This design comes from an exercise in tuning for small area, a short achievable clock period and few clock cycles on the open sky130 flow, not from production work.
At most, simulation tests tie the RTL to the original design; equivalence was not proved.
The RTL of runs 1 and 2 was laid out without a check of its function.
No activity file was given, so power comes from the tool's default toggle rates.

==> design.v <==
module tdm_deframer (
    input  wire        clk,
    input  wire        rst,           
    input  wire        ev_valid,
    output wire        ev_ready,
    input  wire [7:0]  ev_hdr,
    input  wire [31:0] ev_pos,
    input  wire [31:0] ev_payload,
    output reg  [1:0]  want,          
    output wire        fatal,
    output wire        rec_valid,
    input  wire        rec_ready,
    output reg  [4:0]  rec_cls,
    output reg         rec_line,
    output reg  [3:0]  rec_slot,
    output reg  [3:0]  rec_field,
    output reg  [19:0] rec_value,
    output reg  [4:0]  rec_width,
    output reg  [31:0] rec_start,
    output reg  [31:0] rec_end
);
    localparam [2:0] K_FALL  = 3'd1,
                     K_RISE  = 3'd2,
                     K_END   = 3'd3,
                     K_RESET = 3'd4,
                     K_SETUP = 3'd6;
    localparam [2:0] PH_UNCONF    = 3'd0,
                     PH_AWAIT_1ST = 3'd1,
                     PH_AWAIT_FAL = 3'd2,
                     PH_AWAIT_RIS = 3'd3,
                     PH_ENDED     = 3'd4,
                     PH_CFG_ERR   = 3'd5;
    localparam [3:0] F_BIT = 4'd0, F_SLOTRAW = 4'd1, F_READY = 4'd2,
                     F_VALID = 4'd3, F_RSV = 4'd4, F_CODEC = 4'd5,
                     F_RW = 4'd6, F_ADDR = 4'd7, F_DATA = 4'd8, F_RAW = 4'd9;
    localparam [4:0] CLS_ERROR = 5'd31;
    reg  [2:0]  phase;
    reg  [31:0] last_pos;
    reg         last_pos_vld;
    reg         lat_out, lat_in;
    reg         hb;
    reg  [31:0] b_pos;
    reg         b_sync, b_first, b_lo, b_li;
    reg         hl;
    reg         hl_sync, hl_first;
    reg  [31:0] p_cur;          
    reg         sync_prev;
    reg         frame_act;
    reg  [3:0]  slot_k;
    reg  [4:0]  slot_j;
    reg  [19:0] sr_out, sr_in;
    reg  [11:0] valid_out, valid_in;
    reg  [31:0] pos_s;          
    reg  [31:0] cap_a;          
    reg  [31:0] cap_b;          
    reg  [31:0] cap_c;          
    reg         bit_ph;         
    reg         sv;             
    reg  [13:2] em_oh;          
    reg  [3:0]  em_k;           
    reg  [3:0]  em_kc;          
    assign fatal = (phase == PH_CFG_ERR);
    always @(*) begin
        case (phase)
            PH_AWAIT_1ST, PH_AWAIT_RIS: want = 2'd2;
            PH_AWAIT_FAL:               want = 2'd1;
            default:                    want = 2'd0;
        endcase
    end
    assign ev_ready = !(hb && hl);
    wire [2:0] kind     = ev_hdr[2:0];
    wire       hdr_rsvd = (kind == 3'd0) || (kind == 3'd7) || ev_hdr[7];
    wire       pos_ok   = !last_pos_vld || (ev_pos > last_pos);
    wire       ev_take  = ev_valid && ev_ready && !hdr_rsvd;
    wire do_setup = ev_take && (kind == K_SETUP);
    wire do_reset = ev_take && (kind == K_RESET) && (phase != PH_CFG_ERR);
    wire do_end   = ev_take && (kind == K_END) &&
                    (phase != PH_UNCONF) && (phase != PH_CFG_ERR);
    wire do_fall  = ev_take && (kind == K_FALL) && (phase == PH_AWAIT_FAL) && pos_ok;
    wire do_rise1 = ev_take && (kind == K_RISE) && (phase == PH_AWAIT_1ST) && pos_ok;
    wire do_rise  = ev_take && (kind == K_RISE) && (phase == PH_AWAIT_RIS) && pos_ok;
    wire do_rx    = do_rise1 || do_rise;
    wire pop    = !sv && hb && (b_first || (bit_ph && rec_ready));
    wire b_free = !hb || pop;
    wire       start   = !sync_prev && b_sync;
    wire       acc     = start || (frame_act && (slot_k != 4'd13));
    wire [4:0] acc_j   = start ? 5'd0 : slot_j;
    wire [3:0] acc_k   = start ? 4'd0 : slot_k;
    wire [4:0] acc_jn  = acc_j + 5'd1;
    wire       acc_k0  = (acc_k == 4'd0);
    wire       acc_cmp = acc_k0 ? (acc_j == 5'd15) : (acc_j == 5'd19);
    wire [19:0] sr_out_n = {sr_out[18:0], b_lo};
    wire [19:0] sr_in_n  = {sr_in[18:0],  b_li};
    wire       cap_b_at = acc_k0 ? (acc_j == 5'd12) :
                          (acc_k == 4'd1) ? (acc_j == 5'd7)  :
                          (acc_k == 4'd2) && (acc_j == 5'd15);
    wire [19:0] v_out = em_kc[0] ? {4'd0, sr_out[15:0]} : sr_out;
    wire [19:0] v_in  = em_kc[0] ? {4'd0, sr_in[15:0]}  : sr_in;
    wire        vb_out = valid_out[4'd12 - em_k];
    wire        vb_in  = valid_in[4'd12 - em_k];
    wire [4:0] rm_out = em_kc[0] ? {1'b1, v_out[2], 3'b111} :
                        !vb_out  ? 5'b00000 :
                        em_kc[1] ? {1'b0, (v_out[11:0] != 12'd0), 3'b111} :
                        em_kc[2] ? {2'b00, (v_out[3:0] != 4'd0), 2'b11} :
                                   5'b00001;
    wire [4:0] rm_in  = em_kc[0] ? {1'b1, v_in[2], 3'b111} :
                        !vb_in   ? 5'b00000 :
                        em_kc[1] ? {(v_in[11:0] != 12'd0), 1'b1, 1'b1, v_in[19], 1'b1} :
                        em_kc[2] ? {2'b00, (v_in[3:0] != 4'd0), 2'b11} :
                                   5'b00001;
    wire [13:2] present = {rm_in, rm_out, 2'b11};
    reg  [13:2] above, nx_oh;
    reg         seen;
    integer     i;
    always @(*) begin
        seen = 1'b0;
        for (i = 2; i <= 13; i = i + 1) begin
            above[i] = seen;
            seen = seen | em_oh[i];
        end
        seen = 1'b0;
        for (i = 2; i <= 13; i = i + 1) begin
            nx_oh[i] = present[i] && above[i] && !seen;
            seen = seen | (present[i] && above[i]);
        end
    end
    wire em_last = !seen;
    always @(posedge clk) begin
        if (do_setup) begin
            phase        <= (ev_payload[3:0] == 4'hf) ? PH_AWAIT_1ST : PH_CFG_ERR;
            last_pos_vld <= 1'b0;
        end
        if (do_reset) begin
            phase        <= (phase == PH_UNCONF) ? PH_UNCONF : PH_AWAIT_1ST;
            last_pos_vld <= 1'b0;
        end
        if (do_end) begin
            phase        <= PH_ENDED;
            last_pos_vld <= 1'b0;
        end
        if (do_fall) begin
            lat_out      <= ev_hdr[4];
            lat_in       <= ev_hdr[5];
            phase        <= PH_AWAIT_RIS;
        end
        if (do_rx)
            phase        <= PH_AWAIT_FAL;
        if (do_fall || do_rx) begin
            last_pos     <= ev_pos;
            last_pos_vld <= 1'b1;
        end
        if (b_free) begin
            if (hl) begin
                b_pos   <= last_pos;
                b_sync  <= hl_sync;
                b_first <= hl_first;
            end else begin
                b_pos   <= ev_pos;
                b_sync  <= ev_hdr[3];
                b_first <= (phase == PH_AWAIT_1ST);
            end
            b_lo <= lat_out;
            b_li <= lat_in;
        end
        if (do_rx) begin
            hl_sync  <= ev_hdr[3];
            hl_first <= do_rise1;
        end
        hb <= b_free ? (hl || do_rx) : 1'b1;
        hl <= b_free ? 1'b0 : (hl || do_rx);
        if (!sv && hb && !b_first && rec_ready)
            bit_ph <= !bit_ph;
        if (sv && rec_ready) begin
            if (em_last)
                sv <= 1'b0;
            em_oh <= nx_oh;
        end
        if (pop) begin
            p_cur     <= b_pos;
            sync_prev <= b_sync;
            if (b_first) begin
                frame_act <= 1'b0;
            end else begin
                if (start)
                    frame_act <= 1'b1;
                sv    <= acc && acc_cmp;
                em_oh <= 12'b1;
                em_k  <= acc_k;
                em_kc <= {acc_k > 4'd2, acc_k == 4'd2, acc_k == 4'd1, acc_k0};
                if (acc) begin
                    sr_out <= sr_out_n;
                    sr_in  <= sr_in_n;
                    if (acc_j == 5'd0)   pos_s <= p_cur;
                    if (acc_j == 5'd0)   cap_a <= b_pos;
                    if (cap_b_at)        cap_b <= b_pos;
                    if (acc_j == 5'd13)  cap_c <= b_pos;
                    if (acc_cmp) begin
                        slot_j <= 5'd0;
                        slot_k <= acc_k + 4'd1;
                        if (acc_k0) begin
                            valid_out <= sr_out_n[14:3];
                            valid_in  <= sr_in_n[14:3];
                        end
                    end else begin
                        slot_j <= acc_jn;
                        slot_k <= acc_k;
                    end
                end
            end
        end
        if (rst) begin
            phase        <= PH_UNCONF;
            last_pos_vld <= 1'b0;
            hb           <= 1'b0;
            hl           <= 1'b0;
            bit_ph       <= 1'b0;
            sv           <= 1'b0;
        end
    end
    assign rec_valid = sv || (hb && !b_first);
    wire e_raw  = em_oh[2] | em_oh[3];
    wire r_line = em_oh[3] | em_oh[9] | em_oh[10] | em_oh[11] | em_oh[12] | em_oh[13];
    wire [4:0] r_oh = em_oh[8:4] | em_oh[13:9];      
    wire [19:0] r_v = r_line ? v_in : v_out;
    wire k0 = em_kc[0], k1 = em_kc[1], k2 = em_kc[2], k3 = em_kc[3];
    wire k1o = k1 & !r_line, k1i = k1 & r_line;
    wire f_ready = k0 & r_oh[0];
    wire f_valid = k0 & r_oh[1];
    wire f_rsv0  = k0 & (r_oh[2] | r_oh[3]);
    wire f_codec = k0 & r_oh[4];
    wire f_rw    = k1o & r_oh[0];
    wire f_rsv1  = k1i & (r_oh[0] | r_oh[1]);
    wire f_addr  = (k1o & r_oh[1]) | (k1i & r_oh[2]);
    wire f_rsv12 = (k1o & (r_oh[2] | r_oh[3])) | (k1i & (r_oh[3] | r_oh[4]));
    wire f_data  = k2 & r_oh[0];
    wire f_rsv4  = k2 & (r_oh[1] | r_oh[2]);
    wire f_raw   = k3;
    wire f_err   = (k0 & r_oh[3]) | (k1o & r_oh[3]) | (k1i & (r_oh[1] | r_oh[4])) |
                   (k2 & r_oh[2]);
    always @(*) begin
        if (!sv) begin
            rec_line  = bit_ph;
            rec_cls   = {4'd0, bit_ph};
            rec_slot  = 4'd15;
            rec_field = F_BIT;
            rec_width = 5'd1;
            rec_value = {19'd0, bit_ph ? b_li : b_lo};
            rec_start = p_cur;
            rec_end   = b_pos;
        end else begin
            rec_line  = r_line;
            rec_slot  = em_k;
            if (e_raw)
                rec_cls = {4'd1, r_line};
            else if (f_err)
                rec_cls = CLS_ERROR;
            else
                rec_cls = 5'd4 + (r_line ? 5'd13 : 5'd0) + {1'b0, em_k};
            rec_field = e_raw ? F_SLOTRAW :
                        f_ready ? F_READY : f_valid ? F_VALID : f_codec ? F_CODEC :
                        f_rw ? F_RW : f_addr ? F_ADDR : f_data ? F_DATA :
                        f_raw ? F_RAW : F_RSV;
            rec_width = (e_raw & k0) ? 5'd16 : (e_raw | f_raw) ? 5'd20 :
                        f_valid ? 5'd12 : f_codec ? 5'd2 : f_addr ? 5'd7 :
                        f_rsv12 ? 5'd12 : f_data ? 5'd16 : f_rsv4 ? 5'd4 : 5'd1;
            rec_value = (e_raw | f_raw) ? r_v :
                        f_ready ? {19'd0, r_v[15]} :
                        f_valid ? {8'd0, r_v[14:3]} :
                        f_rsv0  ? {19'd0, r_v[2]} :
                        f_codec ? {18'd0, r_v[1:0]} :
                        (f_rw | f_rsv1) ? {19'd0, r_v[19]} :
                        f_addr  ? {13'd0, r_v[18:12]} :
                        f_rsv12 ? {8'd0, r_v[11:0]} :
                        f_data  ? {4'd0, r_v[19:4]} :
                                  {16'd0, r_v[3:0]};
            rec_start = (f_valid | f_addr) ? cap_a :
                        (f_rsv0 | f_rsv12 | f_rsv4) ? cap_b :
                        f_codec ? cap_c : pos_s;
            rec_end   = (f_ready | f_rw | f_rsv1) ? cap_a :
                        (f_valid | f_addr | f_data) ? cap_b :
                        f_rsv0 ? cap_c : p_cur;
        end
    end
endmodule
==> run.sh <==
#!/bin/bash
# synth_recipe.tcl (not shown) runs the flow's synth.tcl, then flattens the netlist and writes it again
# the make line also repeats each setting of config.mk as NAME=value (left out here)
make -C /OpenROAD-flow-scripts/flow DESIGN_CONFIG=/design/flow/config.mk WORK_HOME=/design/flow/orfs CLKGATE_MAP_FILE= SYNTH_SCRIPT=/design/flow/synth_recipe.tcl finish
==> config.mk <==
export PLATFORM = sky130hd
export DESIGN_NAME = tdm_deframer
export DESIGN_NICKNAME = tdm_deframer
export VERILOG_FILES = /design/flow/design.v
export SDC_FILE = /design/flow/constraint.sdc
export NUM_CORES = 4
export LEC_CHECK = 0
export CAP_MARGIN = 20
export CORE_MARGIN = 2
export CORE_UTILIZATION = 40
export PLACE_DENSITY = 0.6
export SLEW_MARGIN = 20
==> constraint.sdc <==
create_clock -name core_clock -period 10.0 [get_ports {clk}]
set_input_delay 2.0000 -clock core_clock [delete_from_list [all_inputs] [get_ports {clk}]]
set_output_delay 2.0000 -clock core_clock [all_outputs]
set_load 0.01 [all_outputs]
==> impl_metrics.toml, run 1 <==
[layout]
synthToLayoutAreaGrowth_pct = 20.2
drive_gt1_frac = 0.0948
diodes = 0
final_nets = 1647
fillers = 3702

[critical_path]
required_ns = 8.00
rrSetupSlack_ns = 5.81
worst_r2r_path_depth = 7
path_max_fanout = 64
critPathArrivalTime_ns = 4.39
r2r_end = "pos_s[19]$_DFFE_PP_"
cp-start-kind = "register"
end_kind = "output pin"
reg2reg_from = "sv$_SDFF_PP0_"
critical_path_class = "register to output pin"

[timing]
finalSetupViolCount = 0
clock_skew_ns = 0.0198
finalMaxSlewViolations = 0
period_needed_ns = 6.39
timing.fmax_mhz = 156
period_share = 0.639
rsz0062_at_grt = "no"
whs_ns = 0.415
tightest_slew_ns = 1.02
final_hold_viol_count = 0
finalSetupTns_ns = 0
slew_headroom = 0.314
setup_ws_ns = 3.61

[floorplan]
dieHeight_um = 207
die_area_sq_um = 42700
num_rows = 74
num_io_pins = 184
fp.dieW_um = 207
initial_core_util = 0.404
core_sq_um = 40700

[drt]
routed_wl_um = 44700
viasPerCell = 5.62
avgRoutedWirePerCell_um = 21.4
drc = 0
drt_iter0_markers = 927
ant_nets = 0
drtPass1Iterations = 5
vias = 11700

[global_route]
antenna_found_initial = 2
track_usage = 0.211
grt_start_max_net_pins = 72
grt_pass1_vias = 11500
overflow = 0
grt_pass1_wl_um = 67600

[power]
leakagePower_nw = 7.12
irDropWorstVdd_uv = 129
pwr_density_cell_nw_per_um2 = 151

[logic_synthesis]
synth_top_area_share = 0.575
synth.net_count = 1509
synth_mux_area_frac = 0.0468
syn_avg_cell_area_sq_um = 11.9
synth-edff-count = 315
syn-instance-count = 1386
async_flop_share = 0
synthSimpleGateAreaFrac = 0.143
synth_compound_area_frac = 0.137
synth_cell_types = 82
yosys_warnings = 1
synth_xor_area_frac = 0.00479
ys_seq_area_frac = 0.600
netlist_area_sq_um = 16400
ys_ff_latch = 335
synth_most_common_cell = "edfxtp_1"
synth_top_family_by_area = "simple AND/OR/NAND/NOR gates"
yosys.area_share.adder = 0.0358
synth_largest_area_cell = "edfxtp_1"
synth_area_leaders = "edfxtp_1 58%, nand2_1 4.2%, a221o_1 4.1%, ha_1 3.6%, nor2_1 2.9%"
synth_ff_type = "edfxtp_1"
yosys-top-cells-count = "315 x edfxtp_1, 183 x nand2_1, 125 x nor2_1"

[clock_network]
cts_num_sinks = 335
post_cts_resized = 0
clkSlewWorstSetupHoldPaths_ns = 0.06
cts-root-buf = "clkbuf_16"
clkLatencyLatePin_ns = 0.55
cts_buffers = 37
cts-hold-fix-buffers = 0
cts_tree = "built"
htreeDepth = 2
post_cts_buffers = 0
cts_buffer_depth = 3

[worst_hold_path]
holdCritPathClass = "register to register"
hold_path_depth = 0
min_delay_worst_endpoint = "b_lo$_DFFE_PP_"
min_from = "lat_out$_DFFE_PP_"

[placed_design]
dpl_worst_slack_ns = 4.05
dp_hpwl_um = 28900
gp_congestion = 0.875
port_buffers = 154

[status]
status = "finished clean"

[flow_run]
maxCapViolCount = 0
[where the power goes]
group | total, mW | internal [mW] | switching [mW]
clock | 1.35 | 0.789 | 0.559
combinational | 0.0888 | 0.0499 | 0.0388
sequential | 1.54 | 1.53 | 0.00932
total | 2.98 | 2.37 | 0.607
[worst max-delay path, stage by stage, from the launching register on]
cell,delay (ns)
dfxtp_1,0.56
nor4_4,0.13
nand2_2,0.50
inv_2,0.30
o211a_2,0.39
nor3_4,0.18
buf_4,0.59
a31oi_1,0.16
a221o_1,0.46
clkdlybuf4s50_1,0.50
[final cells by class]
type	instances	area (sq um)	share of cell area
clock buffers	43	948	0.0480
clock inverters	22	243	0.0123
inverters	61	229	0.0116
flip-flops and latches	335	9860	0.499
well taps	532	666	0.0337
repair buffers	176	1710	0.0864
multi-input cells	913	6100	0.309
[sequential cells by signal (all words and copies together) (netlist names), 3 cells and up]
name,count
sr_out,20
cap_a,32
cap_b,32
b_pos,32
cap_c,32
em_oh,12
p_cur,32
valid_out,12
valid_in,12
sr_in,20
pos_s,32
phase,3
last_pos,32
em_k,4
slot_k,4
slot_j,5
em_kc,4
[kinds of logic (layout without fill, tap and decap cells)]
logic type / after synthesis / in the layout
buffers and inverters: 138 / 302
adder cells (fa/ha/maj): 47 / 47
AO/OA/AOI/OAI: 301 / 301
multiplexers: 65 / 65
flip-flops: 335 / 335
XOR/XNOR: 9 / 9
AND/OR/NAND/NOR: 491 / 491
[cell usage in the layout, fill, tap and decap left out, types with 24 or more instances in the layout]
cell               n
edfxtp_1         315
a31oi_1           72
nor2_1           121
nand2_1          183
nor2b_1           70
mux2i_1           24
clkdlybuf4s50_1  154
inv_1             59
a21oi_1           38
a221o_1           67
mux2_2            35
ha_1              47
clkbuf_16         37
[metal layers]
layer / track usage / up-vias / wire, um
met5: 0 / - / 0
met4: 0.0864 / 0 / 1520
li1: - / 5530 / -
met1: 0.280 / 5639 / 19200
met3: 0.0388 / 94 / 3080
met2: 0.342 / 439 / 20900
[worst max path at each step]
stage | start | end | slack, ns | cells after the start
after floorplan | rec_ready | cap_a[0]$_DFFE_PP_ | 2.51 | 5
after global routing | em_oh[10]$_DFF_P_ | rec_end[30] | 3.34 | 9
after global placement | rec_ready | valid_in[8]$_DFFE_PP_ | 4.17 | 6
after CTS | em_oh[10]$_DFF_P_ | rec_end[30] | 3.58 | 9
final | em_oh[10]$_DFF_P_ | rec_end[30] | 3.61 | 9
after detailed placement | rec_ready | valid_out[5]$_DFFE_PP_ | 4.05 | 6
[stage by stage]
step	cell area (sq um)	cells	util	power, mW
floorplan	16400	1386	-	1.61
global placement	18600	2017	0.456	1.66
detailed placement	18600	2017	0.456	1.66
CTS	19800	2082	0.485	3.01
global route	19800	2082	0.485	3.07
finish	19800	2082	0.485	2.98
==> run 2: changes to the inputs <==
--- a/config.mk
+++ b/config.mk
@@ -7,6 +7,7 @@
 export LEC_CHECK = 0
 export CAP_MARGIN = 20
 export CORE_MARGIN = 2
-export CORE_UTILIZATION = 40
-export PLACE_DENSITY = 0.6
+export CORE_UTILIZATION = 60
+export PLACE_DENSITY = 0.7
+export SETUP_SLACK_MARGIN = 5
 export SLEW_MARGIN = 20
==> impl_metrics.toml, run 2 <==
[timing]
timing.fmax_mhz = 195
final_hold_viol_count = 0
period_share = 0.513
period_needed_ns = 5.13
slew_headroom = 0.319
rsz0062_at_grt = "yes"
finalMaxSlewViolations = 0
tightest_slew_ns = 1.01
clock_skew_ns = 0.0228
setup_ws_ns = 4.87
finalSetupTns_ns = 0
finalSetupViolCount = 0

[logic_synthesis]
synth_cell_types = 82
synth_most_common_cell = "edfxtp_1"
synth_ff_type = "edfxtp_1"
synth_largest_area_cell = "edfxtp_1"
synth-edff-count = 315
async_flop_share = 0
syn-instance-count = 1386
synth.net_count = 1509
synth_area_leaders = "edfxtp_1 58%, nand2_1 4.2%, a221o_1 4.1%, ha_1 3.6%, nor2_1 2.9%"
syn_avg_cell_area_sq_um = 11.9
ys_seq_area_frac = 0.600
ys_ff_latch = 335
netlist_area_sq_um = 16400
yosys-top-cells-count = "315 x edfxtp_1, 183 x nand2_1, 125 x nor2_1"
yosys_warnings = 1
synth_top_area_share = 0.575

[status]
status = "finished clean"

[global_route]
grt_pass1_vias = 12100
antenna_found_initial = 0
track_usage = 0.311
overflow = 0
grt_pass1_wl_um = 68000
grt_start_max_net_pins = 50

[drt]
vias = 12600
drt_iter0_markers = 1684
drtPass1Iterations = 8
avgRoutedWirePerCell_um = 23.4
viasPerCell = 6.45
drc = 0
routed_wl_um = 45600
ant_nets = 0

[floorplan]
core_sq_um = 27000
fp.dieW_um = 170
initial_core_util = 0.610
num_io_pins = 184
dieHeight_um = 170
num_rows = 60
die_area_sq_um = 28700

[placed_design]
dp.cells = 1825
dp_hpwl_um = 27000
post_dp_cell_area_sq_um = 18300
port_buffers = 154
dpl_worst_slack_ns = 3.68
gp_congestion = 0.920

[critical_path]
end_kind = "output pin"
cp-start-kind = "register"
critPathArrivalTime_ns = 3.13
critical_path_class = "register to output pin"
rrSetupSlack_ns = 6.16
required_ns = 8.00
path_max_fanout = 7

[clock_network]
cts_num_sinks = 335
cts_buffer_depth = 3
clkSlewWorstSetupHoldPaths_ns = 0.05
htreeDepth = 2
cts_tree = "built"
clkLatencyLatePin_ns = 0.53
cts_buffers = 36
cts-root-buf = "clkbuf_16"

[worst_hold_path]
holdCritPathClass = "register to register"

[power]
pwr_density_cell_nw_per_um2 = 142
leakagePower_nw = 7.94
irDropWorstVdd_uv = 147

[layout]
synthToLayoutAreaGrowth_pct = 24.6
layout.cells.most_common_list = "315 x edfxtp_1, 179 x nand2_1, 113 x nor2_1"
drive_gt1_frac = 0.187
final_nets = 1706
layout_commonest_cell = "edfxtp_1"
utilization = 0.760
stdcell_area_sq_um = 20500
diodes = 0
stdcell_count = 1948

[flow_run]
maxCapViolCount = 0
-- run 2: cell counts after synthesis --
Identical to the previous run, type by type.
-- run 2: worst max-delay path, stage by stage, from the launching register on --
cell             delay, ns
dfxtp_4               0.36
nor4_4                0.27
buf_6                 0.17
a21oi_1               0.08
o21a_2                0.24
or4_4                 0.57
or3_4                 0.38
o22ai_1               0.16
a211o_1               0.16
clkdlybuf4s15_2       0.23
-- run 2: worst paths after layout --
path / start / endpoint / cells after the start
max reg2reg: sv$_SDFF_PP0_ / cap_c[20]$_DFFE_PP_ / 8
min: lat_in$_DFFE_PP_ / b_li$_DFFE_PP_ / 0
min reg2reg: lat_in$_DFFE_PP_ / b_li$_DFFE_PP_ / 0
max: em_oh[10]$_DFF_P_ / rec_value[1] / 9
-- run 2: cells by family after synthesis --
family | count (synthesis) | share of synthesized area
adder cells (fa/ha/maj) | 47 | 0.0358
multiplexers | 65 | 0.0468
XOR/XNOR | 9 | 0.00479
AND/OR/NAND/NOR | 491 | 0.143
AO/OA/AOI/OAI | 301 | 0.137
flip-flops | 335 | 0.600
buffers and inverters | 138 | 0.0330
-- run 2: stage by stage --
step	hold slack, ns	total power, mW
after floorplan	0.400	1.61
after global placement	0.405	1.66
after detailed placement	0.406	1.66
after CTS	0.419	2.92
after global routing	0.437	2.98
final	0.418	2.91
-- run 2: where the power goes --
group	switching, mW	internal, mW
registers	0.00921	1.53
logic	0.0381	0.0471
clock network	0.527	0.755
total	0.575	2.33
-- run 2: final cells by class --
class / instances / area (sq um)
clock buffer: 47 / 995
clock inverter: 15 / 143
fill: 1738 / 6460
inverter: 61 / 241
multi-input combinational: 917 / 6490
sequential: 335 / 9880
tap: 341 / 427
timing repair buffer: 232 / 2310
-- run 2: repair_timing --
action | CTS | global route
buffers inserted | 31 | 19
hold buffers | 0 | 0
resized for setup | 143 | 186
setup endpoints to repair | 248 | 119
pin swaps | 27 | 32
cloned | 8 | 3
-- run 2: layer usage --
metal	wire length (um)	vias up	global-route usage
met5	0	-	0
met4	1410	0	0.120
met3	4370	110	0.0539
met2	21200	708	0.493
met1	18700	6075	0.435
li1	-	5665	-
==> run 3: changes to the inputs <==
--- a/design.v
+++ b/design.v
@@ -59,6 +59,12 @@
     reg  [13:2] em_oh;          
     reg  [3:0]  em_k;           
     reg  [3:0]  em_kc;          
+    reg  [3:0]  ss;             
+    reg  [3:0]  es;             
+    reg  [4:0]  d_cls, d_wid;   
+    reg  [3:0]  d_fld;
+    reg         d_line;
+    reg  [10:0] d_vm;           
     assign fatal = (phase == PH_CFG_ERR);
     always @(*) begin
         case (phase)
@@ -125,6 +131,57 @@
         end
     end
     wire em_last = !seen;
+    wire [4:0] nr_oh  = nx_oh[8:4] | nx_oh[13:9];
+    wire       n_line = nx_oh[3] | (|nx_oh[13:9]);
+    wire       n_rawe = nx_oh[3];                    
+    wire       n_k1o = em_kc[1] & !n_line, n_k1i = em_kc[1] & n_line;
+    wire       n_ready = em_kc[0] & nr_oh[0];
+    wire       n_valid = em_kc[0] & nr_oh[1];
+    wire       n_rsv0  = em_kc[0] & (nr_oh[2] | nr_oh[3]);
+    wire       n_codec = em_kc[0] & nr_oh[4];
+    wire       n_rw    = n_k1o & nr_oh[0];
+    wire       n_rsv1  = n_k1i & (nr_oh[0] | nr_oh[1]);
+    wire       n_addr  = (n_k1o & nr_oh[1]) | (n_k1i & nr_oh[2]);
+    wire       n_rsv12 = (n_k1o & (nr_oh[2] | nr_oh[3])) | (n_k1i & (nr_oh[3] | nr_oh[4]));
+    wire       n_data  = em_kc[2] & nr_oh[0];
+    wire       n_rsv4  = em_kc[2] & (nr_oh[1] | nr_oh[2]);
+    wire       n_raw   = em_kc[3] & !n_rawe;
+    wire       n_err   = (em_kc[0] & nr_oh[3]) | (n_k1o & nr_oh[3]) |
+                         (n_k1i & (nr_oh[1] | nr_oh[4])) | (em_kc[2] & nr_oh[2]);
+    wire       n_full  = n_rawe | n_raw;
+    reg  [3:0] ss_nx, es_nx;
+    reg  [4:0] cls_nx, wid_nx;
+    reg  [3:0] fld_nx;
+    reg  [10:0] vm_nx;
+    always @(*) begin
+        ss_nx[1] = n_valid | n_addr;
+        ss_nx[2] = n_rsv0 | n_rsv12 | n_rsv4;
+        ss_nx[3] = n_codec;
+        ss_nx[0] = !(ss_nx[1] | ss_nx[2] | ss_nx[3]);
+        es_nx[1] = n_ready | n_rw | n_rsv1;
+        es_nx[2] = n_valid | n_addr | n_data;
+        es_nx[3] = n_rsv0;
+        es_nx[0] = !(es_nx[1] | es_nx[2] | es_nx[3]);
+        cls_nx   = n_rawe ? 5'd3 : n_err ? CLS_ERROR :
+                   5'd4 + (n_line ? 5'd13 : 5'd0) + {1'b0, em_k};
+        fld_nx   = n_rawe ? F_SLOTRAW : n_ready ? F_READY : n_valid ? F_VALID :
+                   n_codec ? F_CODEC : n_rw ? F_RW : n_addr ? F_ADDR :
+                   n_data ? F_DATA : n_raw ? F_RAW : F_RSV;
+        wid_nx   = (n_rawe & em_kc[0]) ? 5'd16 : n_full ? 5'd20 :
+                   (n_valid | n_rsv12) ? 5'd12 : n_codec ? 5'd2 : n_addr ? 5'd7 :
+                   n_data ? 5'd16 : n_rsv4 ? 5'd4 : 5'd1;
+        vm_nx[0]  = n_full | n_rsv12 | n_rsv4 | n_codec;           
+        vm_nx[1]  = n_full | n_rsv12 | n_rsv4;                     
+        vm_nx[2]  = n_full | n_rsv12;                              
+        vm_nx[3]  = n_full;                                        
+        vm_nx[4]  = n_full & !em_kc[0];                            
+        vm_nx[5]  = n_valid;                                       
+        vm_nx[6]  = n_addr;                                        
+        vm_nx[7]  = n_data;                                        
+        vm_nx[8]  = n_ready;                                       
+        vm_nx[9]  = n_rsv0;                                        
+        vm_nx[10] = n_rw | n_rsv1;                                 
+    end
     always @(posedge clk) begin
         if (do_setup) begin
             phase        <= (ev_payload[3:0] == 4'hf) ? PH_AWAIT_1ST : PH_CFG_ERR;
@@ -171,8 +228,19 @@
         if (!sv && hb && !b_first && rec_ready)
             bit_ph <= !bit_ph;
         if (sv && rec_ready) begin
-            if (em_last)
+            if (em_last) begin
                 sv <= 1'b0;
+                ss <= 4'd0;
+                es <= 4'd0;
+            end else begin
+                ss <= ss_nx;
+                es <= es_nx;
+            end
+            d_cls  <= cls_nx;
+            d_wid  <= wid_nx;
+            d_fld  <= fld_nx;
+            d_line <= n_line;
+            d_vm   <= em_last ? 11'd0 : vm_nx;
             em_oh <= nx_oh;
         end
         if (pop) begin
@@ -184,7 +252,14 @@
                 if (start)
                     frame_act <= 1'b1;
                 sv    <= acc && acc_cmp;
+                ss    <= {3'd0, acc && acc_cmp};
+                es    <= {3'd0, acc && acc_cmp};
                 em_oh <= 12'b1;
+                d_cls  <= 5'd2;
+                d_wid  <= acc_k0 ? 5'd16 : 5'd20;
+                d_fld  <= F_SLOTRAW;
+                d_line <= 1'b0;
+                d_vm   <= (acc && acc_cmp) ? {6'd0, !acc_k0, 4'b1111} : 11'd0;
                 em_k  <= acc_k;
                 em_kc <= {acc_k > 4'd2, acc_k == 4'd2, acc_k == 4'd1, acc_k0};
                 if (acc) begin
@@ -215,70 +290,31 @@
             hl           <= 1'b0;
             bit_ph       <= 1'b0;
             sv           <= 1'b0;
+            ss           <= 4'd0;
+            es           <= 4'd0;
+            d_vm         <= 11'd0;
         end
     end
     assign rec_valid = sv || (hb && !b_first);
-    wire e_raw  = em_oh[2] | em_oh[3];
-    wire r_line = em_oh[3] | em_oh[9] | em_oh[10] | em_oh[11] | em_oh[12] | em_oh[13];
-    wire [4:0] r_oh = em_oh[8:4] | em_oh[13:9];      
-    wire [19:0] r_v = r_line ? v_in : v_out;
-    wire k0 = em_kc[0], k1 = em_kc[1], k2 = em_kc[2], k3 = em_kc[3];
-    wire k1o = k1 & !r_line, k1i = k1 & r_line;
-    wire f_ready = k0 & r_oh[0];
-    wire f_valid = k0 & r_oh[1];
-    wire f_rsv0  = k0 & (r_oh[2] | r_oh[3]);
-    wire f_codec = k0 & r_oh[4];
-    wire f_rw    = k1o & r_oh[0];
-    wire f_rsv1  = k1i & (r_oh[0] | r_oh[1]);
-    wire f_addr  = (k1o & r_oh[1]) | (k1i & r_oh[2]);
-    wire f_rsv12 = (k1o & (r_oh[2] | r_oh[3])) | (k1i & (r_oh[3] | r_oh[4]));
-    wire f_data  = k2 & r_oh[0];
-    wire f_rsv4  = k2 & (r_oh[1] | r_oh[2]);
-    wire f_raw   = k3;
-    wire f_err   = (k0 & r_oh[3]) | (k1o & r_oh[3]) | (k1i & (r_oh[1] | r_oh[4])) |
-                   (k2 & r_oh[2]);
     always @(*) begin
-        if (!sv) begin
-            rec_line  = bit_ph;
-            rec_cls   = {4'd0, bit_ph};
-            rec_slot  = 4'd15;
-            rec_field = F_BIT;
-            rec_width = 5'd1;
-            rec_value = {19'd0, bit_ph ? b_li : b_lo};
-            rec_start = p_cur;
-            rec_end   = b_pos;
-        end else begin
-            rec_line  = r_line;
-            rec_slot  = em_k;
-            if (e_raw)
-                rec_cls = {4'd1, r_line};
-            else if (f_err)
-                rec_cls = CLS_ERROR;
-            else
-                rec_cls = 5'd4 + (r_line ? 5'd13 : 5'd0) + {1'b0, em_k};
-            rec_field = e_raw ? F_SLOTRAW :
-                        f_ready ? F_READY : f_valid ? F_VALID : f_codec ? F_CODEC :
-                        f_rw ? F_RW : f_addr ? F_ADDR : f_data ? F_DATA :
-                        f_raw ? F_RAW : F_RSV;
-            rec_width = (e_raw & k0) ? 5'd16 : (e_raw | f_raw) ? 5'd20 :
-                        f_valid ? 5'd12 : f_codec ? 5'd2 : f_addr ? 5'd7 :
-                        f_rsv12 ? 5'd12 : f_data ? 5'd16 : f_rsv4 ? 5'd4 : 5'd1;
-            rec_value = (e_raw | f_raw) ? r_v :
-                        f_ready ? {19'd0, r_v[15]} :
-                        f_valid ? {8'd0, r_v[14:3]} :
-                        f_rsv0  ? {19'd0, r_v[2]} :
-                        f_codec ? {18'd0, r_v[1:0]} :
-                        (f_rw | f_rsv1) ? {19'd0, r_v[19]} :
-                        f_addr  ? {13'd0, r_v[18:12]} :
-                        f_rsv12 ? {8'd0, r_v[11:0]} :
-                        f_data  ? {4'd0, r_v[19:4]} :
-                                  {16'd0, r_v[3:0]};
-            rec_start = (f_valid | f_addr) ? cap_a :
-                        (f_rsv0 | f_rsv12 | f_rsv4) ? cap_b :
-                        f_codec ? cap_c : pos_s;
-            rec_end   = (f_ready | f_rw | f_rsv1) ? cap_a :
-                        (f_valid | f_addr | f_data) ? cap_b :
-                        f_rsv0 ? cap_c : p_cur;
-        end
+        rec_start = ({32{!sv}} & p_cur) | ({32{ss[0]}} & pos_s) | ({32{ss[1]}} & cap_a) |
+                    ({32{ss[2]}} & cap_b) | ({32{ss[3]}} & cap_c);
+        rec_end   = ({32{!sv}} & b_pos) | ({32{es[0]}} & p_cur) | ({32{es[1]}} & cap_a) |
+                    ({32{es[2]}} & cap_b) | ({32{es[3]}} & cap_c);
+    end
+    wire [19:0] r_v = d_line ? sr_in : sr_out;
+    wire [19:0] idm = {{4{d_vm[4]}}, {4{d_vm[3]}}, {8{d_vm[2]}}, {2{d_vm[1]}}, {2{d_vm[0]}}};
+    always @(*) begin
+        rec_line  = sv ? d_line : bit_ph;
+        rec_cls   = sv ? d_cls : {4'd0, bit_ph};
+        rec_slot  = sv ? em_k : 4'd15;
+        rec_field = sv ? d_fld : F_BIT;
+        rec_width = sv ? d_wid : 5'd1;
+        rec_value = (idm & r_v) |
+                    ({20{d_vm[5]}} & {8'd0, r_v[14:3]}) |
+                    ({20{d_vm[6]}} & {13'd0, r_v[18:12]}) |
+                    ({20{d_vm[7]}} & {4'd0, r_v[19:4]}) |
+                    {19'd0, (d_vm[8] & r_v[15]) | (d_vm[9] & r_v[2]) | (d_vm[10] & r_v[19]) |
+                            (!sv & (bit_ph ? b_li : b_lo))};
     end
 endmodule
--- a/config.mk
+++ b/config.mk
@@ -7,7 +7,7 @@
 export LEC_CHECK = 0
 export CAP_MARGIN = 20
 export CORE_MARGIN = 2
-export CORE_UTILIZATION = 60
-export PLACE_DENSITY = 0.7
+export CORE_UTILIZATION = 50
+export PLACE_DENSITY = 0.65
 export SETUP_SLACK_MARGIN = 5
 export SLEW_MARGIN = 20
==> impl_metrics.toml, run 3 <==
[status]
status = "finished clean"

[logic_synthesis]
synth-edff-count = 315
yosys_warnings = 1
synth_ff_type = "edfxtp_1"
synth_area_leaders = "edfxtp_1 57%, dfxtp_1 6.4%, a222oi_1 4.2%, a22oi_1 3.7%, nand2_1 3.7%"
synth_most_common_cell = "edfxtp_1"
synth_largest_area_cell = "edfxtp_1"
yosys-top-cells-count = "315 x edfxtp_1, 161 x nand2_1, 81 x a22oi_1"
synth_cell_types = 79
ys_seq_area_frac = 0.637
syn_avg_cell_area_sq_um = 12.9
ys_ff_latch = 368
synth_top_area_share = 0.573
synth.net_count = 1402
netlist_area_sq_um = 16500
async_flop_share = 0
syn-instance-count = 1279

[floorplan]
initial_core_util = 0.507
num_io_pins = 184
fp.dieW_um = 186
die_area_sq_um = 34500
num_rows = 66
core_sq_um = 32500
dieHeight_um = 186

[placed_design]
port_buffers = 154
dp_hpwl_um = 27000
dp.cells = 1823
gp_congestion = 0.895

[global_route]
grt_pass1_wl_um = 63500
antenna_found_initial = 1
grt_pass1_vias = 11300
track_usage = 0.241
grt_start_max_net_pins = 67
overflow = 0

[worst_hold_path]
min_from = "lat_in$_DFFE_PP_"
min_delay_worst_endpoint = "b_li$_DFFE_PP_"
hold_path_depth = 0
holdCritPathClass = "register to register"

[clock_network]
cts-root-buf = "clkbuf_16"
clkLatencyLatePin_ns = 0.53
cts_buffers = 40
cts_buffer_depth = 3
cts_tree = "built"
htreeDepth = 2
cts_num_sinks = 368
clkSlewWorstSetupHoldPaths_ns = 0.06

[power]
power.total_mw = 3.30
irDropWorstVdd_uv = 137
leakagePower_nw = 7.06
pwr_density_cell_nw_per_um2 = 166

[drt]
routed.top_layer = "met4"
viasPerCell = 6.08
avgRoutedWirePerCell_um = 21.9
route.met3.wl_um = 3100
routed_wl_um = 41600
wl_met2_um = 20000
drt_iter0_markers = 1245
vias = 11500
drt-met1-wl_um = 17400
drc = 0
ant_nets = 0
drtPass1Iterations = 8

[timing]
period_share = 0.477
rsz0062_at_grt = "no"
tightest_slew_ns = 0.888
final_hold_viol_count = 0
finalSetupViolCount = 0
finalMaxSlewViolations = 0
timing.fmax_mhz = 210
clock_skew_ns = 0.0201
finalSetupTns_ns = 0
slew_headroom = 0.408
period_needed_ns = 4.77

[critical_path]
r2r_end = "d_cls[4]$_DFF_P_"
max_stage_delay_ns = 0.48
end_kind = "register"
critical_path_class = "input pin to register"
path_max_fanout = 32
required_ns = 10.19
rrSetupSlack_ns = 5.69
reg2reg_from = "em_k[0]$_DFFE_PP_"
cp_slowest_cell = "clkdlybuf4s50_1"
cp-start-kind = "input pin"
worst_r2r_path_depth = 14
critPathArrivalTime_ns = 4.96
crit_chain = "clkdlybuf4s50_1 -> ha_1 -> nand2_1 -> nor4_1 -> buf_4 -> and3_1 -> o21ai_0 -> a221oi_1 -> nor3b_1 -> nand3_1 -> o211ai_1 -> inv_1 -> buf_6"

[flow_run]
maxCapViolCount = 0

[layout]
layout.cells.most_common_list = "315 x edfxtp_1, 161 x nand2_1, 154 x clkdlybuf4s50_1"
layout_commonest_cell = "edfxtp_1"
stdcell_count = 1897
diodes = 0
utilization = 0.612
final_nets = 1546
drive_gt1_frac = 0.111
synthToLayoutAreaGrowth_pct = 20.6
run 3: cell types whose count changed after synthesis, moves of 22 or more:
cell      change
a221o_1      -63
a222oi_1     +68
a22oi_1      +81
a31oi_1      -66
dfxtp_1      +33
nand2_1      -22
nor2_1       -82
nor2b_1      -68
run 3: cell type report:
type | instances | area [sq um]
multi-input combinational | 771 | 5510
timing repair buffer | 176 | 1710
tap | 442 | 553
fill | 2593 | 12600
clock buffer | 46 | 1040
inverter | 66 | 250
sequential | 368 | 10500
clock inverter | 28 | 330
run 3: metal layers:
layer,up-vias,global-route usage
met4,0,0.0731
met2,496,0.400
met5,-,0
li1,5301,-
met1,5666,0.327
met3,79,0.0387
run 3: timing repair:
action,in CTS,in global routing
setup buffers,0,0
hold buffers,0,0
gates resized for setup,0,2
setup endpoints to repair,0,93
run 3: worst max-delay path by stage:
stage / from / end / slack [ns] / depth (start not counted)
after floorplan: rec_ready / cap_b[0]$_DFFE_PP_ / 5.03 / 6
after global placement: ev_pos[25] / last_pos[10]$_DFFE_PP_ / 4.72 / 13
after detailed placement: ev_pos[25] / last_pos[12]$_DFFE_PP_ / 4.60 / 13
after CTS: ev_pos[25] / last_pos[14]$_DFFE_PP_ / 5.14 / 13
after global routing: ev_pos[25] / last_pos[2]$_DFFE_PP_ / 5.09 / 13
final: ev_pos[25] / last_pos[2]$_DFFE_PP_ / 5.23 / 13
run 3: critical path: cells and delay by family:
family | cells | cell delay (ns)
buffers and inverters | 4 | 1.09
and+or+nand+nor | 5 | 0.87
AOI/OAI and AO/OA | 3 | 0.64
adders and majority gates | 1 | 0.33
run 3: through the flow:
stage	setup slack, ns	area (sq um)	hold slack, ns
after floorplan	5.03	16500	0.400
after global placement	4.72	18500	0.408
after detailed placement	4.60	18500	0.407
after CTS	5.14	19900	0.422
after global routing	5.09	19900	0.422
final	5.23	19900	0.420
run 3: cells by family (layout without fill, tap and decap cells):
| logic type | after synthesis | count (layout) | share of synthesized area |
|---|---|---|---|
| compound gates | 316 | 316 | 0.148 |
| xor+xnor | 11 | 11 | 0.00584 |
| fa+ha+maj | 47 | 47 | 0.0356 |
| buf+inv | 140 | 316 | 0.0321 |
| flops | 368 | 368 | 0.637 |
| mux | 64 | 64 | 0.0452 |
| simple gates | 333 | 333 | 0.0957 |
run 3: report_power, final:
part,total (mW),internal (mW),switching [mW],leakage (nW)
registers,1.67,1.66,0.00989,3.32
clock network,1.54,0.936,0.604,0.671
logic,0.0891,0.0490,0.0402,3.07
total,3.30,2.65,0.654,7.06
Testbench counts of run 3, summed over its fixed seeds: cycles 36,275.
==> run 4: changes to the inputs <==
==> flow/run.sh (new file) <==
#!/bin/bash
# The standard layout (standard.sh: unchanged synthesis and ORFS steps) with two
# settings added to config.mk:
#  - every input and output port still gets a buffer, but a plain buf_1 rather than
#    the delay cell buffer_ports picks by default.
# standard.sh's full output goes to standard.log in this folder.
set -euo pipefail
cat >> config.mk <<'EOT'
export SETUP_SLACK_MARGIN = 6.5
export BUFFER_PORTS_ARGS = -buffer_cell sky130_fd_sc_hd__buf_1
EOT
bash standard.sh > standard.log 2>&1
==> standard.sh (new file) <==
#!/bin/bash
# synth_recipe.tcl (not shown) runs the flow's synth.tcl, then flattens the netlist and writes it again
# the make line also repeats each setting of config.mk as NAME=value (left out here)
make -C /OpenROAD-flow-scripts/flow DESIGN_CONFIG=/design/flow/config.mk WORK_HOME=/design/flow/orfs CLKGATE_MAP_FILE= SYNTH_SCRIPT=/design/flow/synth_recipe.tcl "${@:-finish}"
--- a/config.mk
+++ b/config.mk
@@ -8,6 +8,10 @@
 export CAP_MARGIN = 20
 export CORE_MARGIN = 2
 export CORE_UTILIZATION = 50
+export CTS_CLUSTER_DIAMETER = 80
+export CTS_CLUSTER_SIZE = 30
 export PLACE_DENSITY = 0.65
-export SETUP_SLACK_MARGIN = 5
 export SLEW_MARGIN = 20
+export TNS_END_PERCENT = 10
+export SETUP_SLACK_MARGIN = 6.5
+export BUFFER_PORTS_ARGS = -buffer_cell sky130_fd_sc_hd__buf_1
removed: run.sh
==> impl_metrics.toml, run 4 <==
[layout]
layout_commonest_cell = "edfxtp_1"
diodes = 0
stdcell_count = 1893
utilization = 0.593
synthToLayoutAreaGrowth_pct = 17.0
final_nets = 1562
layout.cells.most_common_list = "315 x edfxtp_1, 154 x nand2_1, 134 x buf_1"
fillers = 2677
drive_gt1_frac = 0.156
multi_input_area_sq_um = 5830
seqCellArea_sq_um = 10500

[timing]
finalSetupTns_ns = 0
setup_ws_ns = 5.90
final_hold_viol_count = 0
finalMaxSlewViolations = 0
whs_ns = 0.431
rsz0062_at_grt = "yes"
period_share = 0.410
period_needed_ns = 4.10
tightest_slew_ns = 0.992
clock_skew_ns = 0.0333
timing.fmax_mhz = 244
slew_headroom = 0.338
finalSetupViolCount = 0

[clock_network]
cts_buffers = 19
cts-hold-fix-buffers = 0
clkSlewWorstSetupHoldPaths_ns = 0.11
htreeDepth = 1
cts_tree = "built"
cts_num_sinks = 368
cts-root-buf = "clkbuf_16"
clkLatencyLatePin_ns = 0.53
cts_buffer_depth = 3

[floorplan]
num_io_pins = 184
initial_core_util = 0.507
dieHeight_um = 186
num_rows = 66
fp.dieW_um = 186
die_area_sq_um = 34500
core_sq_um = 32500

[drt]
drc = 0
routed_wl_um = 44600
drtPass1Iterations = 7
ant_nets = 0
avgRoutedWirePerCell_um = 23.6
vias = 11700
viasPerCell = 6.20
drt_iter0_markers = 1577

[logic_synthesis]
ys_seq_area_frac = 0.637
synth_cell_types = 79
synth_top_area_share = 0.573
async_flop_share = 0
yosys-top-cells-count = "315 x edfxtp_1, 161 x nand2_1, 81 x a22oi_1"
synth.net_count = 1402
syn_avg_cell_area_sq_um = 12.9
synth_area_leaders = "edfxtp_1 57%, dfxtp_1 6.4%, a222oi_1 4.2%, a22oi_1 3.7%, nand2_1 3.7%"
ys_ff_latch = 368
synth_largest_area_cell = "edfxtp_1"
synth-edff-count = 315
syn-instance-count = 1279
yosys_warnings = 1
netlist_area_sq_um = 16500
synth_most_common_cell = "edfxtp_1"
synth_ff_type = "edfxtp_1"

[power]
clkPwrFrac = 0.355
irDropWorstVdd_uv = 108
leakagePower_nw = 6.73
p_sw_frac = 0.214
internal-power_mw = 2.13
p_sw_mw = 0.580
pwr_density_cell_nw_per_um2 = 141
power_frac_comb = 0.029
seqPwrFrac = 0.615

[critical_path]
cp_slowest_cell = "nor4_4"
max_stage_delay_ns = 0.41
critical_path_class = "input pin to register"
end_kind = "register"
critPathArrivalTime_ns = 4.36
crit_chain = "buf_8 -> ha_4 -> nand2_4 -> nor4_4 -> and3_4 -> o21ai_2 -> a221oi_2 -> nor3b_1 -> nand3_1 -> o211ai_1 -> buf_4 -> buf_6 -> clkinvlp_4 -> buf_12"
required_ns = 10.26
path_max_fanout = 8
cp-start-kind = "input pin"

[placed_design]
port_buffers = 154
gp_congestion = 0.901
dp.cells = 1818
dpl_worst_slack_ns = 4.87
dp_hpwl_um = 26700

[global_route]
antenna_found_initial = 0
overflow = 0
grt_pass1_vias = 11200
grt_start_max_net_pins = 67
track_usage = 0.244
grt_pass1_wl_um = 64100

[worst_hold_path]
holdCritPathClass = "register to register"

[status]
status = "finished clean"

[flow_run]
maxCapViolCount = 0
[run 4: changes by cell type in the layout (fill, tap and decap cells not counted), sizes merged]
cell	previous run	this run
and3	6	7
buf	22	198
bufinv	7	2
clkbuf	46	29
clkdlybuf4s50	154	0
clkinv	17	6
clkinvlp	2	5
inv	68	70
nor2	44	45
[run 4: per-stage QoR]
stage	area [sq um]	total power, mW
2_1_floorplan	16600	1.74
3_3_place_gp	17600	1.77
3_5_place_dp	17600	1.78
4_1_cts	18800	2.73
5_1_grt	19300	2.79
6_report	19300	2.71
[run 4: path summary, 6_finish.rpt]
path,startpoint,endpoint,slack [ns],cells past startpoint
hold / removal,lat_out$_DFFE_PP_,b_lo$_DFFE_PP_,0.43,0
setup / recovery,ev_pos[25],last_pos[20]$_DFFE_PP_,5.90,14
hold reg to reg,lat_out$_DFFE_PP_,b_lo$_DFFE_PP_,0.43,0
setup reg to reg,em_k[1]$_DFFE_PP_,d_cls[4]$_DFF_P_,6.07,13
[run 4: what timing repair did]
item                       CTS  global route
resized for setup           64            84
buffers inserted            16            11
setup endpoints to repair  328           339
pin swaps                   20            26
gates cloned                 7             8
[run 4: cell type report]
type                       instances  area share
clock buffer                      23      0.0259
clock inverter                    10     0.00966
inverter                          66      0.0140
multi-input combinational        773       0.302
sequential                       368       0.546
tap                              442      0.0286
timing repair buffer             204      0.0689
timing repair inverter             7     0.00512
[run 4: per-layer routing]
metal / global-route usage / vias up / part of all wire
li1: - / 5317 / -
met1: 0.338 / 5761 / 0.41
met2: 0.404 / 583 / 0.48
met3: 0.0338 / 71 / 0.088
met4: 0.0658 / 0 / 0.024
met5: 0 / - / 0
[run 4: cells by family (layout without fill, tap and decap cells)]
family,count (synthesis),after routing,share of synthesized area
AND/OR/NAND/NOR,333,335,0.0957
multiplexers,64,64,0.0452
AO/OA/AOI/OAI,316,316,0.148
buffers and inverters,140,310,0.0321
XOR/XNOR,11,11,0.00584
flip-flops,368,368,0.637
adder cells (fa/ha/maj),47,47,0.0356
[run 4: critical path: cells and delay by family]
kind	cells	cell delay, ns
AOI/OAI and AO/OA	3	0.43
adders and majority gates	1	0.26
buffers and inverters	5	0.64
and+or+nand+nor	5	1.01
[run 4: power groups by stage]
stage               logic, mW  clock network [mW]  registers, mW
floorplan              0.0399                   0           1.70
global placement       0.0681                   0           1.71
detailed placement     0.0690                   0           1.71
CTS                    0.0751               0.979           1.67
global route           0.0879                1.03           1.67
finish                 0.0797               0.964           1.67
==> run 5: changes to the inputs <==
--- a/config.mk
+++ b/config.mk
@@ -8,10 +8,7 @@
 export CAP_MARGIN = 20
 export CORE_MARGIN = 2
 export CORE_UTILIZATION = 50
-export CTS_CLUSTER_DIAMETER = 80
-export CTS_CLUSTER_SIZE = 30
 export PLACE_DENSITY = 0.65
 export SLEW_MARGIN = 20
-export TNS_END_PERCENT = 10
 export SETUP_SLACK_MARGIN = 6.5
 export BUFFER_PORTS_ARGS = -buffer_cell sky130_fd_sc_hd__buf_1
==> impl_metrics.toml, run 5 <==
[timing]
slew_headroom = 0.343
clock_skew_ns = 0.0150
finalMaxSlewViolations = 0
final_hold_viol_count = 0
finalSetupTns_ns = 0
rsz0062_at_grt = "yes"
finalSetupViolCount = 0
period_needed_ns = 4.04
timing.fmax_mhz = 247
period_share = 0.404
whs_ns = 0.418
tightest_slew_ns = 0.986

[floorplan]
num_io_pins = 184
die_area_sq_um = 34500
core_sq_um = 32500
fp.dieW_um = 186
initial_core_util = 0.507
num_rows = 66
dieHeight_um = 186

[worst_hold_path]
holdCritPathClass = "register to register"
min_from = "lat_out$_DFFE_PP_"
hold_path_depth = 0

[global_route]
overflow = 0
track_usage = 0.255
grt_start_max_net_pins = 43
grt_pass1_vias = 11600
grt_pass1_wl_um = 66600
antenna_found_initial = 0

[power]
power.total_mw = 3.18
irDropWorstVdd_uv = 134
leakagePower_nw = 7.44
pwr_density_cell_nw_per_um2 = 153

[logic_synthesis]
synth_largest_area_cell = "edfxtp_1"
yosys_warnings = 1
yosys-top-cells-count = "315 x edfxtp_1, 161 x nand2_1, 81 x a22oi_1"
synth_most_common_cell = "edfxtp_1"
async_flop_share = 0
synth_ff_type = "edfxtp_1"
synth-edff-count = 315
synth_cell_types = 79
synth_area_leaders = "edfxtp_1 57%, dfxtp_1 6.4%, a222oi_1 4.2%, a22oi_1 3.7%, nand2_1 3.7%"
ys_seq_area_frac = 0.637
syn_avg_cell_area_sq_um = 12.9
synth.net_count = 1402
syn-instance-count = 1279
netlist_area_sq_um = 16500
synth_top_area_share = 0.573
ys_ff_latch = 368

[critical_path]
worst_r2r_path_depth = 14
cp-start-kind = "register"
end_kind = "output pin"
cp-startpoint = "d_line$_DFF_P_"
reg2reg_from = "em_oh[2]$_DFF_P_"
critical_path_class = "register to output pin"
path_max_fanout = 9
required_ns = 8.00
critPathArrivalTime_ns = 2.04

[drt]
drtPass1Iterations = 9
drc = 0
ant_nets = 0
drt_iter0_markers = 1566
vias = 12200
routed_wl_um = 45400
avgRoutedWirePerCell_um = 22.8
viasPerCell = 6.12

[clock_network]
cts_num_sinks = 368
cts_buffers = 40
cts_buffer_depth = 3
cts_tree = "built"
cts-root-buf = "clkbuf_16"
clkSlewWorstSetupHoldPaths_ns = 0.06
cts-hold-fix-buffers = 0
htreeDepth = 2
clkLatencyLatePin_ns = 0.54

[layout]
stdcell_count = 1985
layout.cells.most_common_list = "315 x edfxtp_1, 152 x nand2_1, 108 x buf_1"
diodes = 0
synthToLayoutAreaGrowth_pct = 26.0
layout_commonest_cell = "edfxtp_1"
utilization = 0.639
final_nets = 1634
drive_gt1_frac = 0.255

[placed_design]
dp.cells = 1817
gp_congestion = 0.899
dp_hpwl_um = 26500
port_buffers = 154

[flow_run]
maxCapViolCount = 0

[status]
status = "finished clean"
[run 5: cell type report]
cell class                      instances  area, sq um
Timing Repair inverter                  6         66.3
Timing Repair Buffer                  255         1870
Multi-Input combinational cell        774         6200
Clock buffer                           52         1090
Inverter                               66          284
Fill cell                            2455        11700
Sequential cell                       368        10500
Clock inverter                         22          175
Tap cell                              442          553
[run 5: stage by stage]
stage / cell area (sq um) / setup slack [ns]
2_1_floorplan: 16800 / 5.73
3_3_place_gp: 17700 / 4.90
3_5_place_dp: 17700 / 4.87
4_1_cts: 20000 / 5.99
5_1_grt: 20800 / 5.90
6_report: 20800 / 5.96
[run 5: critical path, cell delays in order, from the launching register on]
cell and delay, ns:
dfxtp_4 0.35, buf_12 0.13, buf_4 0.12, mux2_2 0.35, a222oi_1 0.35, inv_1 0.07
clkbuf_2 0.13
[run 5: layer usage]
metal / track usage / part of all wire / vias up
li1: - / - / 5498
met1: 0.348 / 0.41 / 5984
met2: 0.413 / 0.48 / 586
met3: 0.0440 / 0.081 / 89
met4: 0.0910 / 0.029 / 0
met5: 0 / 0 / -
[run 5: final timing paths]
kind | end | slack [ns]
setup / recovery | rec_value[11] | 5.96
hold / removal | b_lo$_DFFE_PP_ | 0.42
setup reg to reg | d_cls[4]$_DFF_P_ | 6.57
hold reg to reg | b_lo$_DFFE_PP_ | 0.42
[run 5: kinds of logic (layout without fill, tap and decap cells)]
family,Yosys count,in the layout,synth area share
XOR/XNOR,11,11,0.00584
multiplexers,64,64,0.0452
buffers and inverters,140,401,0.0321
AND/OR/NAND/NOR,333,336,0.0957
flip-flops,368,368,0.637
adder cells (fa/ha/maj),47,47,0.0356
AO/OA/AOI/OAI,316,316,0.148
[run 5: report_power, final]
part | leakage [nW] | internal, mW | switching, mW
sequential | 3.33 | 1.66 | 0.00972
combinational | 3.49 | 0.0387 | 0.0465
clock | 0.622 | 0.824 | 0.598
[run 5: timing repair]
action                                  in CTS  in global routing
gates resized for setup                    155                119
buffers inserted                            39                 41
endpoints found under the setup margin     377                327
pin swaps                                   53                 77
cloned                                      11                  3
==> run 6: changes to the inputs <==
--- a/design.v
+++ b/design.v
@@ -76,7 +76,19 @@
     assign ev_ready = !(hb && hl);
     wire [2:0] kind     = ev_hdr[2:0];
     wire       hdr_rsvd = (kind == 3'd0) || (kind == 3'd7) || ev_hdr[7];
-    wire       pos_ok   = !last_pos_vld || (ev_pos > last_pos);
+    function [1:0] gt_merge;
+        input [1:0] hi, lo;
+        gt_merge = {hi[1] | (!hi[0] & lo[1]), hi[0] | (!hi[1] & lo[0])};
+    endfunction
+    reg  [1:0] gt_t [0:62];
+    integer    g;
+    always @(*) begin
+        for (g = 0; g < 32; g = g + 1)
+            gt_t[31 + g] = {ev_pos[g] & !last_pos[g], !ev_pos[g] & last_pos[g]};
+        for (g = 30; g >= 0; g = g - 1)
+            gt_t[g] = gt_merge(gt_t[2 * g + 2], gt_t[2 * g + 1]);
+    end
+    wire       pos_ok   = !last_pos_vld || gt_t[0][1];
     wire       ev_take  = ev_valid && ev_ready && !hdr_rsvd;
     wire do_setup = ev_take && (kind == K_SETUP);
     wire do_reset = ev_take && (kind == K_RESET) && (phase != PH_CFG_ERR);
@@ -149,6 +161,8 @@
     wire       n_err   = (em_kc[0] & nr_oh[3]) | (n_k1o & nr_oh[3]) |
                          (n_k1i & (nr_oh[1] | nr_oh[4])) | (em_kc[2] & nr_oh[2]);
     wire       n_full  = n_rawe | n_raw;
+    wire [4:0] cls_out = 5'd4 + {1'b0, em_k};      
+    wire [4:0] cls_in  = 5'd17 + {1'b0, em_k};
     reg  [3:0] ss_nx, es_nx;
     reg  [4:0] cls_nx, wid_nx;
     reg  [3:0] fld_nx;
@@ -162,8 +176,7 @@
         es_nx[2] = n_valid | n_addr | n_data;
         es_nx[3] = n_rsv0;
         es_nx[0] = !(es_nx[1] | es_nx[2] | es_nx[3]);
-        cls_nx   = n_rawe ? 5'd3 : n_err ? CLS_ERROR :
-                   5'd4 + (n_line ? 5'd13 : 5'd0) + {1'b0, em_k};
+        cls_nx   = n_rawe ? 5'd3 : n_err ? CLS_ERROR : n_line ? cls_in : cls_out;
         fld_nx   = n_rawe ? F_SLOTRAW : n_ready ? F_READY : n_valid ? F_VALID :
                    n_codec ? F_CODEC : n_rw ? F_RW : n_addr ? F_ADDR :
                    n_data ? F_DATA : n_raw ? F_RAW : F_RSV;
--- a/config.mk
+++ b/config.mk
@@ -8,7 +8,10 @@
 export CAP_MARGIN = 20
 export CORE_MARGIN = 2
 export CORE_UTILIZATION = 50
+export CTS_CLUSTER_DIAMETER = 80
+export CTS_CLUSTER_SIZE = 30
 export PLACE_DENSITY = 0.65
 export SLEW_MARGIN = 20
+export TNS_END_PERCENT = 10
 export SETUP_SLACK_MARGIN = 6.5
 export BUFFER_PORTS_ARGS = -buffer_cell sky130_fd_sc_hd__buf_1
==> impl_metrics.toml, run 6 <==
[timing]
finalMaxSlewViolations = 0
finalSetupViolCount = 0
final_hold_viol_count = 0
setup_ws_ns = 6.01
whs_ns = 0.433
period_needed_ns = 3.99
timing.fmax_mhz = 251
tightest_slew_ns = 0.941
rsz0062_at_grt = "yes"
clock_skew_ns = 0.0249
slew_headroom = 0.373
period_share = 0.399
finalSetupTns_ns = 0

[worst_hold_path]
holdCritPathClass = "register to register"
min_from = "lat_out$_DFFE_PP_"
hold_path_depth = 0
min_delay_worst_endpoint = "b_lo$_DFFE_PP_"

[layout]
stdcell_area_sq_um = 18900
stdcell_count = 1910
synthToLayoutAreaGrowth_pct = 15.4
seqCellArea_sq_um = 10500
layout_commonest_cell = "edfxtp_1"
final_nets = 1543
multi_input_area_sq_um = 5670
layout.cells.most_common_list = "315 x edfxtp_1, 148 x nand2_1, 138 x buf_1"
drive_gt1_frac = 0.155
diodes = 0
fillers = 2666

[global_route]
grt_start_max_net_pins = 67
antenna_found_initial = 0
grt_pass1_vias = 11000
track_usage = 0.236
overflow = 0
grt_pass1_wl_um = 62200

[floorplan]
dieHeight_um = 185
fp.dieW_um = 185
die_area_sq_um = 34300
core_sq_um = 32500
initial_core_util = 0.506
num_io_pins = 184
num_rows = 66

[drt]
drt_iter0_markers = 1542
viasPerCell = 6.12
drtPass1Iterations = 7
vias = 11700
routed_wl_um = 42900
avgRoutedWirePerCell_um = 22.5
drc = 0
ant_nets = 0

[critical_path]
critPathArrivalTime_ns = 1.99
cp-start-kind = "register"
r2r_end = "d_cls[4]$_DFF_P_"
path_max_fanout = 11
rrSetupSlack_ns = 6.52
reg2reg_from = "sr_out[4]$_DFFE_PP_"
end_kind = "output pin"
critical_path_class = "register to output pin"
required_ns = 8.00
worst_r2r_path_depth = 10

[power]
internal-power_mw = 2.06
pwr_density_cell_nw_per_um2 = 138
clkPwrFrac = 0.336
seqPwrFrac = 0.638
p_sw_mw = 0.559
irDropWorstVdd_uv = 105
power_frac_comb = 0.027
p_sw_frac = 0.213
leakagePower_nw = 6.41

[logic_synthesis]
synth_top_area_share = 0.576
synth-edff-count = 315
syn_avg_cell_area_sq_um = 12.7
ys_seq_area_frac = 0.641
synth_area_leaders = "edfxtp_1 58%, dfxtp_1 6.5%, a222oi_1 4.2%, a22oi_1 3.7%, nand2_1 3.4%"
async_flop_share = 0
yosys_warnings = 2
syn-instance-count = 1293
synth_largest_area_cell = "edfxtp_1"
synth_most_common_cell = "edfxtp_1"
synth.net_count = 1380
ys_ff_latch = 368
netlist_area_sq_um = 16400
synth_ff_type = "edfxtp_1"
yosys-top-cells-count = "315 x edfxtp_1, 150 x nand2_1, 80 x a22oi_1"
synth_cell_types = 84

[flow_run]
maxCapViolCount = 0

[clock_network]
cts_num_sinks = 368
cts_buffers = 18
cts-root-buf = "clkbuf_16"
htreeDepth = 1
cts-hold-fix-buffers = 0
clkLatencyLatePin_ns = 0.53
clkSlewWorstSetupHoldPaths_ns = 0.11
cts_tree = "built"
cts_buffer_depth = 3

[placed_design]
port_buffers = 154
gp_congestion = 0.896
dpl_worst_slack_ns = 5.00
post_dp_cell_area_sq_um = 17400
dp_hpwl_um = 26700
dp.cells = 1827

[status]
status = "finished clean"
==> run 6: what timing repair did <==
| action | CTS | global route |
|---|---|---|
| setup endpoints to repair | 306 | 351 |
| cloned | 2 | 4 |
| hold endpoints to repair | 0 | 0 |
| resized for setup | 53 | 70 |
| pin swaps | 24 | 31 |
| buffers inserted | 14 | 31 |
==> run 6: kinds of logic (layout without fill, tap and decap cells) <==
| logic type | after synthesis | in the layout | share of synthesized area |
|---|---|---|---|
| AOI/OAI and AO/OA | 345 | 345 | 0.161 |
| xor gates and xnor gates | 13 | 13 | 0.00694 |
| adders and majority gates | 30 | 30 | 0.0200 |
| buffers and inverters | 129 | 304 | 0.0302 |
| DFF | 368 | 368 | 0.641 |
| muxes | 53 | 53 | 0.0372 |
| and+or+nand+nor | 355 | 355 | 0.104 |
==> run 6: per-stage QoR <==
step | total power, mW | util
floorplan | 1.74 | -
global placement | 1.77 | 0.537
detailed placement | 1.77 | 0.537
CTS | 2.63 | 0.566
global route | 2.69 | 0.584
finish | 2.62 | 0.584
==> run 6: per-layer routing <==
layer	vias up	part of all wire	global-route usage
li1	5351	-	-
met1	5707	0.42	0.331
met2	567	0.47	0.381
met3	58	0.083	0.0391
met4	0	0.024	0.0702
met5	-	0	0
==> run 6: area by class of cell <==
class	count	share of cell area
Sequential cell	368	0.557
Tap cell	442	0.0292
Clock buffer	23	0.0259
Inverter	50	0.0110
Timing Repair inverter	5	0.00291
Timing Repair Buffer	217	0.0697
Multi-Input combinational cell	796	0.299
Clock inverter	9	0.00522
==> run 6: worst max-delay path, stage by stage, from the launching register on <==
cell     delay, ns
dfxtp_4       0.43
buf_12        0.15
buf_4         0.11
mux2_2        0.36
a22oi_1       0.18
nand2_1       0.08
buf_1         0.13
==> run 6: power by group through the flow <==
stage                     clock, mW  sequential (mW)  combinational, mW
after detailed placement          0             1.71             0.0651
after global placement            0             1.71             0.0641
after CTS                     0.890             1.67             0.0691
after global routing          0.945             1.67             0.0773
final                         0.879             1.67             0.0703
after floorplan                   0             1.70             0.0381
==> run 6: worst max path at each step <==
stage / start / to / slack [ns] / cells after the start
2_1_floorplan: ev_pos[20] / last_pos[0]$_DFFE_PP_ / 5.64 / 9
3_3_place_gp: ev_pos[0] / last_pos[11]$_DFFE_PP_ / 5.05 / 10
3_5_place_dp: ev_pos[0] / last_pos[11]$_DFFE_PP_ / 5.00 / 10
4_1_cts: d_line$_DFF_P_ / rec_value[8] / 6.04 / 5
5_1_grt: d_line$_DFF_P_ / rec_value[7] / 5.93 / 5
6_report: d_line$_DFF_P_ / rec_value[4] / 6.01 / 6
Testbench counts of run 6, summed over its fixed seeds: cycles 36,275.

-- separate check: timing with driven ports --
In the flow no input, the clock included, has a driving cell. The finished layouts below were timed again as built, in two steps. Step 1 sets driving cells, clkbuf_16 on the clock port and buf_2 on the other inputs (assumed; they add their load-dependent delay and slew). Step 2 also shifts input and output timing later by t, the mid clock arrival at the registers, as if the neighbouring blocks saw the same clock. Slacks: ideal ports / drivers / drivers and shift; pairs: ideal ports / drivers.
run | shift t [ns] | setup WS [ns] | hold WS [ns] | worst slew at a driven data input, ns | cell pins on the clock port's net
run 1 | 0.593 | 3.608 / 3.557 / 4.149 | 0.415 / 0.415 / 0.415 | 0.06 | 1
run 2 | 0.568 | 4.872 / 4.818 / 4.761 | 0.418 / 0.418 / 0.418 | 0.04 | 1
run 3 | 0.572 | 5.234 / 5.268 / 4.697 | 0.420 / 0.420 / 0.420 | 0.05 | 1
run 4 | 0.574 | 5.903 / 5.910 / 5.336 | 0.431 / 0.431 / 0.431 | 0.06 | 1
run 5 | 0.585 | 5.956 / 5.902 / 5.429 | 0.418 / 0.418 / 0.418 | 0.05 | 1
run 6 | 0.577 | 6.010 / 5.955 / 5.548 | 0.433 / 0.433 / 0.433 | 0.04 | 1
After both steps setup and hold are still met in every run listed. For run 4, which loses most, drivers alone change the setup slack by +0.007 ns; drivers and shift together by -0.567 ns.
